What follows belongs to an exercise in optimizing a design on an open flow for small area, a short achievable clock period and few clock cycles per item; a production flow would make more cautious choices. Function was checked by simulation only, so behaviour that the tests miss may differ from the original. No activity file was given, so power comes from the tool's default toggle rates.

== job 8092 ==
==> flow/design.v (excerpt) <==
module bb_sync (
    input  wire        clk,
    input  wire        rst,           
    input  wire        cmd_valid,
    output wire        cmd_ready,
    input  wire [31:0] cmd_data,
    output wire        kbc_rd,
    output wire        kbc_port,      
    input  wire        kbc_ack,
    input  wire [7:0]  kbc_rdata,
    output wire        rec_valid,
    input  wire        rec_ready,
    output wire [31:0] rec_data
);
clock: 4.5 ns
lec_check: 0
abc_area: 1
cap_margin: 20
core_margin: 2
core_utilization: 55
cts_buf_list: sky130_fd_sc_hd__clkbuf_8
cts_cluster_diameter: 500
cts_cluster_size: 100
setup_slack_margin: 2.0
slew_margin: 20
standard.sh (not shown) runs the stock make flow with config.mk's settings and CLKGATE_MAP_FILE= SYNTH_SCRIPT=/design/flow/synth_recipe.tcl, a recipe that flattens the netlist after the stock synthesis.
==> flow/flow/run.sh <==
#!/bin/bash
# Standard layout, except that the port buffers are buf_2 cells instead of
# the delay cells buffer_ports picks by default. Every port is still buffered.
set -euo pipefail
export BUFFER_PORTS_ARGS="-buffer_cell sky130_fd_sc_hd__buf_2"
bash standard.sh > standard.log 2>&1
The flow did not stop early for job 8092: all stages ran, and the layout cleared the timing, DRC and antenna checks.
Testbench counts of job 8092, summed over its fixed seeds: cycles 26,047, ops 5,600.
### job 8092 -> job 8643
# job 8092
export LEC_CHECK = 0
export ABC_AREA = 1
export CAP_MARGIN = 20
export CORE_MARGIN = 2
export CORE_UTILIZATION = 55
export CTS_BUF_LIST = sky130_fd_sc_hd__clkbuf_8
export CTS_CLUSTER_DIAMETER = 500
export CTS_CLUSTER_SIZE = 100
export SETUP_SLACK_MARGIN = 2.0
export SLEW_MARGIN = 20
create_clock -name core_clock -period 4.5 [get_ports {clk}]
# job 8643
export LEC_CHECK = 0
export ABC_AREA = 1
export CAP_MARGIN = 20
export CORE_MARGIN = 2
export CORE_UTILIZATION = 55
export CTS_BUF_LIST = sky130_fd_sc_hd__clkbuf_8
export SETUP_SLACK_MARGIN = 2.1
export SLEW_MARGIN = 20
create_clock -name core_clock -period 4.5 [get_ports {clk}]
Findings:
- In terms of clock sink count, job 8092 and job 8643 differ only marginally.
- Per the comparison of job 8643 with job 8092, minimum clock period fell by 0.028 ns; first-pass GRT wire length increased 0.50%; synthesis-to-finish area growth up 2.2 points; sequential share of layout area now sits lower.
- In the metrics for job 8092 and job 8643, the one carrying the higher design area is job 8643.
--- input diff job 8643..job 8652 ---
# job 8643
export LEC_CHECK = 0
export ABC_AREA = 1
export CAP_MARGIN = 20
export CORE_MARGIN = 2
export CORE_UTILIZATION = 55
export CTS_BUF_LIST = sky130_fd_sc_hd__clkbuf_8
export SETUP_SLACK_MARGIN = 2.1
export SLEW_MARGIN = 20
create_clock -name core_clock -period 4.5 [get_ports {clk}]
# job 8652
export LEC_CHECK = 0
export ABC_AREA = 1
export CAP_MARGIN = 20
export CORE_MARGIN = 2
export CORE_UTILIZATION = 55
export CTS_BUF_LIST = sky130_fd_sc_hd__clkbuf_8
export SETUP_SLACK_MARGIN = 1.9
export SLEW_MARGIN = 20
create_clock -name core_clock -period 4.5 [get_ports {clk}]
--- outcome ---
Of the two values seen for end point of the critical path, cmd_ready was produced by job 8643 and g2_cy by job 8652.
Job 8652 ended up with a lower layout-stage area growth over the synthesis result than job 8643 did.
Re via count: job 8652 is 146 down on job 8643.
Area share of buffers outside the clock network in job 8652 is 1.2 points below job 8643.
NOTE: global-route usage in job 8652 falls short of that of job 8643
Cmp job 8652 vs job 8643: count of buffer and inverter cells on the critical path lower in job 8652
In terms of post-DP HPWL, job 8643 and job 8652 differ only marginally.
[diff] finished layout cell area, job 8652 relative to job 8643: improvement

Starting RTL as in the previous note.
Settings: LEC_CHECK=0, ABC_AREA=1, CAP_MARGIN=20, CORE_MARGIN=2, CORE_UTILIZATION=55, CTS_BUF_LIST=sky130_fd_sc_hd__clkbuf_8, SETUP_SLACK_MARGIN=2.0, SLEW_MARGIN=20, TNS_END_PERCENT=10; clock period 4.5 ns.
Scripts as last shown in full above: flow/flow/run.sh
Testbench counts at the start, summed over its fixed seeds: cycles 26,047, ops 5,600.
Change:
--- a/flow/config.mk
+++ b/flow/config.mk
@@ -11 +11 @@
-export CORE_UTILIZATION = 55
+export CORE_UTILIZATION = 65
@@ -15 +14,0 @@
-export TNS_END_PERCENT = 10
Effect: Sequential share of layout area went down by 0.36 points. Clock-buffer cell count goes down by 1. Wire length goes down by 3.8%.

Starting RTL as in the previous note.
## bb_sync
module bb_sync (
    input  wire        clk,
    input  wire        rst,           
    input  wire        cmd_valid,
    output wire        cmd_ready,
    input  wire [31:0] cmd_data,
    output wire        kbc_rd,
    output wire        kbc_port,      
    input  wire        kbc_ack,
    input  wire [7:0]  kbc_rdata,
    output wire        rec_valid,
    input  wire        rec_ready,
    output wire [31:0] rec_data
);
clock: 4.5 ns
lec_check: 0
abc_area: 1
cap_margin: 20
core_margin: 2
core_utilization: 55
cts_buf_list: sky130_fd_sc_hd__clkbuf_16
cts_cluster_diameter: 300
cts_cluster_size: 60
setup_slack_margin: 2.0
slew_margin: 20
Scripts as last shown in full above: flow/flow/run.sh
Testbench counts at the start, summed over its fixed seeds: cycles 26,047, ops 5,600.
Next try:
- CTS_BUF_LIST: sky130_fd_sc_hd__clkbuf_16 -> sky130_fd_sc_hd__clkbuf_8
- CTS_CLUSTER_DIAMETER: 300 -> unset
- CTS_CLUSTER_SIZE: 60 -> unset
- TNS_END_PERCENT: unset -> 30
=>
- The changed run finished with timing, DRC and antenna clean
- final cell count goes down by 0.57%
- wire length went down by about 3%
- clock-buffer cell count increases by 1
- non-clock buffer count shrinks by 7
- clock skew went up by 0.0035 ns
- via count falls by 1.6%
- synthesized cell count is unchanged
- sequential share of layout area went up by 1.1 points
- core utilization is lower by 2.1 points
- setup slack degrades by 0.15 ns
- power drops by about 11%

## separate check: timing with driven ports
The results above use ideal ports. As a check the final layouts listed here were re-extracted and re-timed, cells and wires unchanged. Step 1 (the two cells are an assumption about what drives the block):
set clk [get_ports {clk}]
set_driving_cell -lib_cell sky130_fd_sc_hd__clkbuf_16 $clk
set_driving_cell -lib_cell sky130_fd_sc_hd__buf_2 [delete_from_list [all_inputs] $clk]
Step 2 also shifts input and output timing later by t, the mid clock arrival at the registers, as if the neighbouring blocks saw the same clock. Three values: ideal ports, drivers, drivers and shift; two values: the first two.
run | t, ns | setup WS [ns] | worst setup path at the end | worst slew at a driven data input, ns
job 8092 | 0.504 | 2.106 / 2.063 / 1.748 | input to register | 0.03
job 8643 | 0.504 | 2.134 / 2.092 / 1.663 | input to register | 0.03
job 8652 | 0.506 | 2.083 / 2.052 / 1.649 | input to register | 0.03
the first run of note 2 | 0.508 | 1.968 / 1.924 / 1.647 | input to register | 0.03
the second run of note 2 | 0.502 | 2.102 / 2.064 / 1.729 | input to register | 0.04
the first run of note 3 | 0.474 | 2.138 / 2.090 / 1.744 | input to register | 0.03
the second run of note 3 | 0.508 | 1.989 / 1.946 / 1.655 | input to register | 0.03
After both steps setup and hold are still met in every run listed. For job 8643, which loses most, drivers alone change the setup slack by -0.042 ns; drivers and shift together by -0.471 ns.
